Background: an optimization exercise with open tools, aiming at small area. Do not read the settings as production practice. At most, simulation tests tie the RTL to the original design; equivalence was not proved. Power is estimated from default activity; no workload was simulated.

==> inputs of run a <==
==> flow/design.v <==
module scc (
    input  wire        clk,
    input  wire        rst,           
    input  wire        cmd_valid,
    input  wire [7:0]  cmd,
    output wire        ready,
    input  wire        ofs_we,
    input  wire [31:0] ofs_wdata,
    output reg  [31:0] ofs,
    output wire [31:0] msf,           
    output reg  [31:0] edc,
    output wire [31:0] status,
    output reg         mem_en,
    output reg         mem_we,
    output reg  [11:0] mem_addr,
    output reg  [7:0]  mem_wdata,
    input  wire [7:0]  mem_rdata
);
    reg        msf_v;                 
    reg [6:0]  msf_f, msf_s;          
    reg [7:0]  msf_m;                 
    reg        sync_ok, form2, blank, addr_ok;
    reg        err;
    reg [1:0]  cause;
    reg [7:0]  fcmd;                  
    assign msf    = {6'd0, msf_v, 2'd0, msf_f, 1'b0, msf_s, msf_m};
    assign status = {8'd0, fcmd, 5'd0, cause, err, 4'd0, addr_ok, blank, form2, sync_ok};
    localparam [3:0] S_IDLE  = 4'd0,
                     S_DEC   = 4'd1,
                     S_MSF   = 4'd2,
                     S_WR    = 4'd3,
                     S_CHK   = 4'd4,
                     S_EDC   = 4'd5,
                     S_EDCW  = 4'd6,
                     S_ERD   = 4'd7,
                     S_ELAST = 4'd8,
                     S_EW0   = 4'd9,
                     S_EW1   = 4'd10;
    reg [3:0]  st;
    reg [11:0] a;           
    reg [2:0]  sub;         
    reg [2:0]  mh;          
    reg [7:0]  acc_a;       
    reg [7:0]  acc_b;       
    reg [6:0]  maj;         
    assign ready = (st == S_IDLE);
    wire clr = rst | (ready & cmd_valid & (cmd == 8'hFF));
    wire op_msfenc = ~fcmd[3] & ~fcmd[4] & ~fcmd[5];    
    wire op_clr    = fcmd[4] & ~fcmd[1] & ~fcmd[0];     
    wire op_synth  = fcmd[5];
    wire layer_q   = fcmd[2];                           
    wire [6:0] f_v = acc_a[6:0];
    wire [5:0] s_v = acc_b[5:0];
    wire [6:0] m_v = maj;
    wire [4:0]  msf_i   = {a[1:0], sub};                
    wire [4:0]  bit_sel = 5'd18 - msf_i;
    wire        ofs_bit = ofs[bit_sel];
    wire [7:0]  f2  = {f_v, ofs_bit};
    wire        cf  = (f2 >= 8'd75);
    wire [6:0]  fn  = cf ? f2 - 8'd75 : f2[6:0];
    wire [6:0]  s2  = {s_v, cf};
    wire        cs  = (s2 >= 7'd60);
    wire [5:0]  sn  = cs ? s2 - 7'd60 : s2[5:0];
    wire [6:0]  mn  = {m_v[5:0], cs};
    wire        cs2 = (s_v >= 6'd58);
    wire [5:0]  sc  = cs2 ? s_v - 6'd58 : s_v + 6'd2;
    wire [6:0]  mc  = m_v + {6'd0, cs2};
    wire        ofs_bad = (|ofs[31:19]) | (m_v >= 7'd100);
    function [7:0] bcd;
        input [6:0] n;
        reg [6:0] t;
        begin
            t   = n / 7'd10;
            bcd = {t[3:0], 4'd0} | {1'b0, n - t * 7'd10};
        end
    endfunction
    wire [6:0] hsel   = (a[1:0] == 2'd0) ? m_v : (a[1:0] == 2'd1) ? {1'b0, s_v} : f_v;
    wire [7:0] hdr_b  = (a[1:0] == 2'd3) ? 8'h02 : bcd(hsel);
    wire       a_lo16 = (a[11:4] == 8'd0);
    wire [7:0] sync_b = (a[3:0] == 4'd0 || a[3:0] == 4'd11) ? 8'h00 : 8'hFF;
    wire [7:0] pat    = ~a_lo16 ? 8'h00 : (a[3:2] == 2'b11) ? hdr_b : sync_b;
    wire [2:0]  bsel   = sub - 3'd1;
    wire        crc_in = (st == S_EDC) & mem_rdata[bsel];
    wire        fb     = edc[0] ^ crc_in;
    wire [31:0] edc_sh = {fb, edc[31:1]} ^ ((fb & (st == S_EDC)) ? 32'h58018001 : 32'd0);
    function [7:0] gf_mul2;
        input [7:0] x;
        gf_mul2 = {x[6:0], 1'b0} ^ (x[7] ? 8'h1D : 8'h00);
    endfunction
    function [7:0] div3;
        input [7:0] x;
        reg [7:0] q;
        reg p7;
        begin
            q[0] = x[0];
            q[1] = q[0] ^ x[1];
            q[2] = q[1] ^ x[2];
            q[3] = q[2] ^ x[3];
            q[4] = q[3] ^ x[4];
            q[5] = q[4] ^ x[5];
            q[6] = q[5] ^ x[6];
            q[7] = q[6] ^ x[7];
            p7 = q[7];
            div3 = {q[7], q[6], q[5], q[4], q[3] ^ p7, q[2], q[1] ^ p7, q[0] ^ p7};
        end
    endfunction
    wire [5:0]  minor   = {mh, sub};
    wire [5:0]  n_last  = layer_q ? 6'd42 : 6'd23;
    wire [6:0]  m_last  = layer_q ? 7'd51 : 7'd85;
    wire        q_wrap  = (a >= 12'd2160);
    wire        q_high  = (a >= 12'd1388);
    reg  [11:0] k_ecc;
    always @(*) begin
        if (st == S_ERD)
            k_ecc = layer_q ? (q_wrap ? 12'd1948 : 12'd88) : 12'd86;
        else if (!layer_q)
            k_ecc = 12'd2119;
        else if (!maj[0])
            k_ecc = q_high ? 12'd2637 : 12'd777;
        else
            k_ecc = q_high ? 12'd2721 : 12'd861;
    end
    wire [7:0]  p0 = div3(gf_mul2(acc_a) ^ acc_b);
    wire [7:0]  p1 = p0 ^ acc_b;
    wire [11:0] wbase = layer_q ? (st == S_EW1 ? 12'd2300 : 12'd2248)
                                : (st == S_EW1 ? 12'd2162 : 12'd2076);
    wire [11:0] waddr = wbase + {5'd0, maj};
    reg [11:0] a_end;
    always @(*) begin
        if (st == S_CHK) begin
            case (fcmd[1:0])
                2'd0:    a_end = 12'd11;
                2'd1:    a_end = 12'd23;
                2'd2:    a_end = 12'd2351;
                default: a_end = 12'd15;
            endcase
        end else begin
            if (op_msfenc || fcmd[1])      a_end = 12'd15;     
            else if (fcmd[0])              a_end = 12'd11;     
            else                           a_end = 12'd2351;   
        end
    end
    wire pass_end = (a == a_end) && (sub == 3'd7);
    wire [7:0] chk_exp = pat | {2'b00, (fcmd[1:0] == 2'd1) & a[1] & ~a[0], 5'd0};
    always @(*) begin
        mem_en    = 1'b0;
        mem_we    = 1'b0;
        mem_addr  = a;
        mem_wdata = 8'h00;
        case (st)
            S_WR: begin
                mem_en    = ~op_msfenc;
                mem_we    = 1'b1;
                mem_wdata = op_clr ? 8'h00 : pat;
            end
            S_CHK, S_EDC, S_ERD: mem_en = 1'b1;
            S_EDCW: begin
                mem_en    = (sub == 3'd1);
                mem_we    = 1'b1;
                mem_wdata = edc[7:0];
            end
            S_EW0, S_EW1: begin
                mem_en    = 1'b1;
                mem_we    = 1'b1;
                mem_addr  = waddr;
                mem_wdata = (st == S_EW1) ? p1 : p0;
            end
            default: ;
        endcase
    end
    wire [14:0] c_inc = {a, sub} + 15'd1;
    always @(posedge clk) begin
        if (clr) begin
            ofs     <= 32'd0;
            msf_v   <= 1'b0;
            msf_f   <= 7'd0;
            msf_s   <= 7'd0;
            msf_m   <= 8'd0;
            edc     <= 32'd0;
            sync_ok <= 1'b0;
            form2   <= 1'b0;
            blank   <= 1'b0;
            addr_ok <= 1'b0;
            err     <= 1'b0;
            cause   <= 2'd0;
            fcmd    <= 8'd0;
        end
        if (rst) begin
            st <= S_IDLE;
        end else begin
            case (st)
            S_IDLE: begin
                if (ofs_we)
                    ofs <= ofs_wdata;
                if (cmd_valid && cmd != 8'hFF && !err) begin
                    fcmd <= cmd;
                    st   <= S_DEC;
                end
            end
            S_DEC: begin
                {a, sub} <= 15'd0;
                acc_a    <= 8'd0;
                acc_b    <= 8'd0;
                maj      <= 7'd0;
                mh       <= 3'd0;
                case (fcmd)
                    8'h01, 8'h0B, 8'h12, 8'h20: st <= S_MSF;
                    8'h02: begin
                        a  <= 12'd16;
                        st <= S_EDC;
                    end
                    8'h03, 8'h04: begin
                        a  <= 12'd12;
                        st <= S_ERD;
                    end
                    8'h08: begin sync_ok <= 1'b1; st <= S_CHK; end
                    8'h09: begin form2 <= 1'b1; a <= 12'd16; st <= S_CHK; end
                    8'h0A: begin blank <= 1'b1; a <= 12'd16; st <= S_CHK; end
                    8'h10, 8'h11: st <= S_WR;
                    default: begin
                        err   <= 1'b1;
                        cause <= 2'd2;
                        st    <= S_IDLE;
                    end
                endcase
            end
            S_MSF: begin
                {a, sub} <= c_inc;
                if (msf_i < 5'd19) begin
                    acc_a[6:0] <= fn;
                    acc_b[5:0] <= sn;
                    maj        <= mn;
                end else if (msf_i == 5'd19) begin
                    acc_b[5:0] <= sc;
                    maj        <= mc;
                end else begin
                    {a, sub} <= {12'd12, 3'd0};
                    if (ofs_bad) begin
                        err   <= 1'b1;
                        cause <= 2'd1;
                        st    <= S_IDLE;
                    end else if (fcmd[3]) begin       
                        addr_ok <= 1'b1;
                        st      <= S_CHK;
                    end else begin
                        st <= S_WR;
                        if (op_synth) begin
                            edc      <= 32'd0;
                            {a, sub} <= 15'd0;
                        end
                    end
                end
            end
            S_WR: begin
                {a, sub} <= c_inc;
                if (op_msfenc) begin
                    case (a[1:0])
                        2'd0: msf_m <= hdr_b;
                        2'd1: msf_s <= hdr_b[6:0];
                        2'd2: msf_f <= hdr_b[6:0];
                        default: msf_v <= 1'b1;
                    endcase
                end
                if (pass_end) begin
                    if (op_synth) begin
                        {a, sub} <= {12'd12, 3'd0};
                        acc_a    <= 8'd0;
                        acc_b    <= 8'd0;
                        maj      <= 7'd0;
                        mh       <= 3'd0;
                        st       <= S_ERD;
                    end else begin
                        fcmd <= 8'd0;
                        st   <= S_IDLE;
                    end
                end
            end
            S_CHK: begin
                {a, sub} <= c_inc;
                if (sub != 3'd0 && mem_rdata != chk_exp) begin
                    case (fcmd[1:0])
                        2'd0: sync_ok <= 1'b0;
                        2'd1: form2   <= 1'b0;
                        2'd2: blank   <= 1'b0;
                        default: addr_ok <= 1'b0;
                    endcase
                end
                if (pass_end) begin
                    fcmd <= 8'd0;
                    st   <= S_IDLE;
                end
            end
            S_EDC: begin
                {a, sub} <= c_inc;
                if (a == 12'd16 && sub == 3'd0)
                    edc <= 32'd0;
                else
                    edc <= edc_sh;
                if (a == 12'd2072)
                    st <= S_EDCW;
            end
            S_EDCW: begin
                {a, sub} <= c_inc;
                edc <= edc_sh;
                if (a == 12'd2076) begin
                    fcmd <= 8'd0;
                    st   <= S_IDLE;
                end
            end
            S_ERD: begin
                {mh, sub} <= minor + 6'd1;
                if (minor != 6'd0) begin
                    acc_a <= gf_mul2(acc_a ^ mem_rdata);
                    acc_b <= acc_b ^ mem_rdata;
                end
                if (minor == n_last)
                    st <= S_ELAST;
                else
                    a <= a + k_ecc;
            end
            S_ELAST: begin
                acc_a <= gf_mul2(acc_a ^ mem_rdata);
                acc_b <= acc_b ^ mem_rdata;
                st    <= S_EW0;
            end
            S_EW0: st <= S_EW1;
            S_EW1: begin
                acc_a     <= 8'd0;
                acc_b     <= 8'd0;
                {mh, sub} <= 6'd0;
                maj       <= maj + 7'd1;
                a         <= a + k_ecc;
                st        <= S_ERD;
                if (maj == m_last) begin
                    maj <= 7'd0;
                    a   <= 12'd12;
                    if (op_synth) begin
                        fcmd <= 8'h04;
                    end else begin
                        fcmd <= 8'd0;
                        st   <= S_IDLE;
                    end
                end
            end
            default: st <= S_IDLE;
            endcase
        end
    end
endmodule
==> flow/run.sh <==
#!/bin/bash
# synth_recipe.tcl (not shown) runs the flow's synth.tcl, then flattens the netlist and writes it again
# the make line also repeats each setting of config.mk as NAME=value (left out here)
make -C /OpenROAD-flow-scripts/flow DESIGN_CONFIG=/design/flow/config.mk WORK_HOME=/design/flow/orfs CLKGATE_MAP_FILE= SYNTH_SCRIPT=/design/flow/synth_recipe.tcl finish
==> flow/config.mk <==
export PLATFORM = sky130hd
export DESIGN_NAME = scc
export DESIGN_NICKNAME = scc
export VERILOG_FILES = /design/flow/design.v
export SDC_FILE = /design/flow/constraint.sdc
export NUM_CORES = 4
export LEC_CHECK = 0
export CAP_MARGIN = 20
export CORE_MARGIN = 2
export CORE_UTILIZATION = 40
export PLACE_DENSITY = 0.6
export SLEW_MARGIN = 20
==> flow/constraint.sdc <==
create_clock -name core_clock -period 27.0 [get_ports {clk}]
set_input_delay 5.4000 -clock core_clock [delete_from_list [all_inputs] [get_ports {clk}]]
set_output_delay 5.4000 -clock core_clock [all_outputs]
set_load 0.01 [all_outputs]
==> run b: changes against run a <==
--- a/flow/design.v
+++ b/flow/design.v
@@ -20,8 +20,8 @@
     reg [6:0]  msf_f, msf_s;          
     reg [7:0]  msf_m;                 
     reg        sync_ok, form2, blank, addr_ok;
-    reg        err;
     reg [1:0]  cause;
+    wire       err = cause[0] | cause[1];
     reg [7:0]  fcmd;                  
     assign msf    = {6'd0, msf_v, 2'd0, msf_f, 1'b0, msf_s, msf_m};
     assign status = {8'd0, fcmd, 5'd0, cause, err, 4'd0, addr_ok, blank, form2, sync_ok};
@@ -168,7 +168,22 @@
             default: ;
         endcase
     end
-    wire [14:0] c_inc = {a, sub} + 15'd1;
+    wire        sub_wrap = &sub;
+    wire [2:0]  sub_inc  = {sub[2] ^ (sub[1] & sub[0]), sub[1] ^ sub[0], ~sub[0]};
+    wire        is_ecc   = (st == S_ERD) | (st == S_EW1);
+    wire [11:0] k_add    = is_ecc ? k_ecc : 12'd0;
+    wire        cin_a    = ~is_ecc & sub_wrap;
+    reg  [11:0] a_sum;
+    reg         cy;
+    integer     ii;
+    always @(*) begin
+        cy = cin_a;
+        for (ii = 0; ii < 12; ii = ii + 1) begin
+            a_sum[ii] = a[ii] ^ k_add[ii] ^ cy;
+            cy        = (a[ii] & k_add[ii]) | (cy & (a[ii] ^ k_add[ii]));
+        end
+    end
+    wire [14:0] c_inc = {a_sum, sub_inc};
     always @(posedge clk) begin
         if (clr) begin
             ofs     <= 32'd0;
@@ -181,7 +196,6 @@
             form2   <= 1'b0;
             blank   <= 1'b0;
             addr_ok <= 1'b0;
-            err     <= 1'b0;
             cause   <= 2'd0;
             fcmd    <= 8'd0;
         end
@@ -218,7 +232,6 @@
                     8'h0A: begin blank <= 1'b1; a <= 12'd16; st <= S_CHK; end
                     8'h10, 8'h11: st <= S_WR;
                     default: begin
-                        err   <= 1'b1;
                         cause <= 2'd2;
                         st    <= S_IDLE;
                     end
@@ -236,7 +249,6 @@
                 end else begin
                     {a, sub} <= {12'd12, 3'd0};
                     if (ofs_bad) begin
-                        err   <= 1'b1;
                         cause <= 2'd1;
                         st    <= S_IDLE;
                     end else if (fcmd[3]) begin       
@@ -308,7 +320,8 @@
                 end
             end
             S_ERD: begin
-                {mh, sub} <= minor + 6'd1;
+                sub <= sub_inc;
+                mh  <= mh + {2'd0, sub_wrap};
                 if (minor != 6'd0) begin
                     acc_a <= gf_mul2(acc_a ^ mem_rdata);
                     acc_b <= acc_b ^ mem_rdata;
@@ -316,7 +329,7 @@
                 if (minor == n_last)
                     st <= S_ELAST;
                 else
-                    a <= a + k_ecc;
+                    a <= a_sum;
             end
             S_ELAST: begin
                 acc_a <= gf_mul2(acc_a ^ mem_rdata);
@@ -329,13 +342,13 @@
                 acc_b     <= 8'd0;
                 {mh, sub} <= 6'd0;
                 maj       <= maj + 7'd1;
-                a         <= a + k_ecc;
+                a         <= a_sum;
                 st        <= S_ERD;
                 if (maj == m_last) begin
                     maj <= 7'd0;
                     a   <= 12'd12;
-                    if (op_synth) begin
-                        fcmd <= 8'h04;
+                    if (op_synth && !layer_q) begin
+                        fcmd[2] <= 1'b1;
                     end else begin
                         fcmd <= 8'd0;
                         st   <= S_IDLE;
==> flow/flow/run.sh (new file) <==
#!/bin/bash
# Own layout flow: the standard ORFS flow with
#  - an area-oriented ABC mapping script (registers are mapped exactly as in
#    the standard synthesis; only the combinational mapping differs),
#  - no full-adder extraction before ABC,
#  - minimum-size port buffers and small clock-tree buffers.
# Each tool's full output is kept in a log file in this folder.
set -uo pipefail
W=$(pwd)
rm -rf "$W/scripts_local"
cp -r "$FLOW_HOME/scripts" "$W/scripts_local"
cp "$W/flow/abc_area.script" "$W/scripts_local/abc_area.script"
bash "$W/standard.sh" \
    "SCRIPTS_DIR=$W/scripts_local" \
    ABC_AREA=1 \
    ADDER_MAP_FILE= \
    "BUFFER_PORTS_ARGS=-buffer_cell sky130_fd_sc_hd__buf_1" \
    "CTS_ARGS=-sink_clustering_enable -repair_clock_nets -dont_use_dummy_load -buf_list sky130_fd_sc_hd__clkbuf_8 -root_buf sky130_fd_sc_hd__clkbuf_8" \
    finish > "$W/orfs_make.log" 2>&1
rc=$?
tail -40 "$W/orfs_make.log"
exit $rc
==> flow/flow/abc_area.script (new file) <==
strash
&get -n
&st
&synch2
&dch -f
&nf -a -R 1000
&put
mfs2 -a
strash
&get -n
&st
&syn2
&dch -f
&nf -a -R 1000
&put
topo
==> flow/standard.sh (new file) <==
#!/bin/bash
# synth_recipe.tcl (not shown) runs the flow's synth.tcl, then flattens the netlist and writes it again
# the make line also repeats each setting of config.mk as NAME=value (left out here)
make -C /OpenROAD-flow-scripts/flow DESIGN_CONFIG=/design/flow/config.mk WORK_HOME=/design/flow/orfs CLKGATE_MAP_FILE= SYNTH_SCRIPT=/design/flow/synth_recipe.tcl "${@:-finish}"
removed: flow/run.sh
==> notes.md <==
Outcome: run a finished clean; run b finished clean
Share of cell area taken by multi-input logic gates: run a 51.18%; run b 53.29%
Register fraction of the total cell area: run a 25.41%; run b 32.91%
Setup Skew: run a 0.01233 ns; run b 0.03535 ns
Area growth from synthesis to layout: run a 22.73%; run b 13.77%
Critical Path AT: run a 6.69 ns; run b 4.75 ns
Share of the synthesized area in the top cell type: run a 19.73%; run b 23.61%
Final weighted congestion in routability-driven placement: run a 0.9280; run b 0.9482
Flop pwr share: run a 27.1%; run b 37.3%
Launch point of the worst path: run a a[0]$_DFFE_PP_; run b a[1]$_DFFE_PP_
Simple-gate portion of the synthesized area: run a 18.83%; run b 21.42%
Post-synthesis share of cell area spent on full adders, half adders and majority gates: run a 6.539%; run b 0.6745%
Parity-gate share of the synthesized area counting xor and xnor cells: run a 7.982%; run b 8.066%
Cell-internal power: run a 0.0006704 W; run b 0.0004758 W
Sw frac: run a 46.35%; run b 45.19%
Sequential cell power: run a 0.000339 W; run b 0.000324 W
Met2 usage: run a 41.14%; run b 39.48%
Startpoint of the most critical register-to-register path: run a a[0]$_DFFE_PP_; run b st[2]$_SDFFE_PP0P_
Inverters, non-clock: run a 41; run b 13
Total routed wire length on the met1 layer: run a 17.11 mm; run b 13.20 mm
For run a, only the layout was checked, not whether the RTL still works.

==> static timing again, ports no longer ideal <==
The results above use ideal ports. As a check the final layouts listed here were re-extracted and re-timed, cells and wires unchanged. Step 1 (the two cells are an assumption about what drives the block):
set clk [get_ports {clk}]
set_driving_cell -lib_cell sky130_fd_sc_hd__clkbuf_16 $clk
set_driving_cell -lib_cell sky130_fd_sc_hd__buf_2 [delete_from_list [all_inputs] $clk]
Step 2 adds t to the input delays and takes it off the output delays; t is the mean of the earliest and latest rising clock arrival at the registers after step 1. Input paths then give back, and output paths get back, about the clock's delay inside the block. Three values: no drivers, after step 1, after step 2; two values: the first two.
| run | shift t [ns] | slack for setup (ns) | clock arrival spread, ns | worst slew at a driven data input, ns | cell pins on the clock port's net |
|---|---|---|---|---|---|
| run a | 0.479 | 14.909 / 14.861 / 15.340 | 0.013 / 0.013 | 0.05 | 1 |
| run b | 0.489 | 16.855 / 16.811 / 17.300 | 0.036 / 0.036 | 0.06 | 1 |
After both steps every run listed still meets setup and hold.
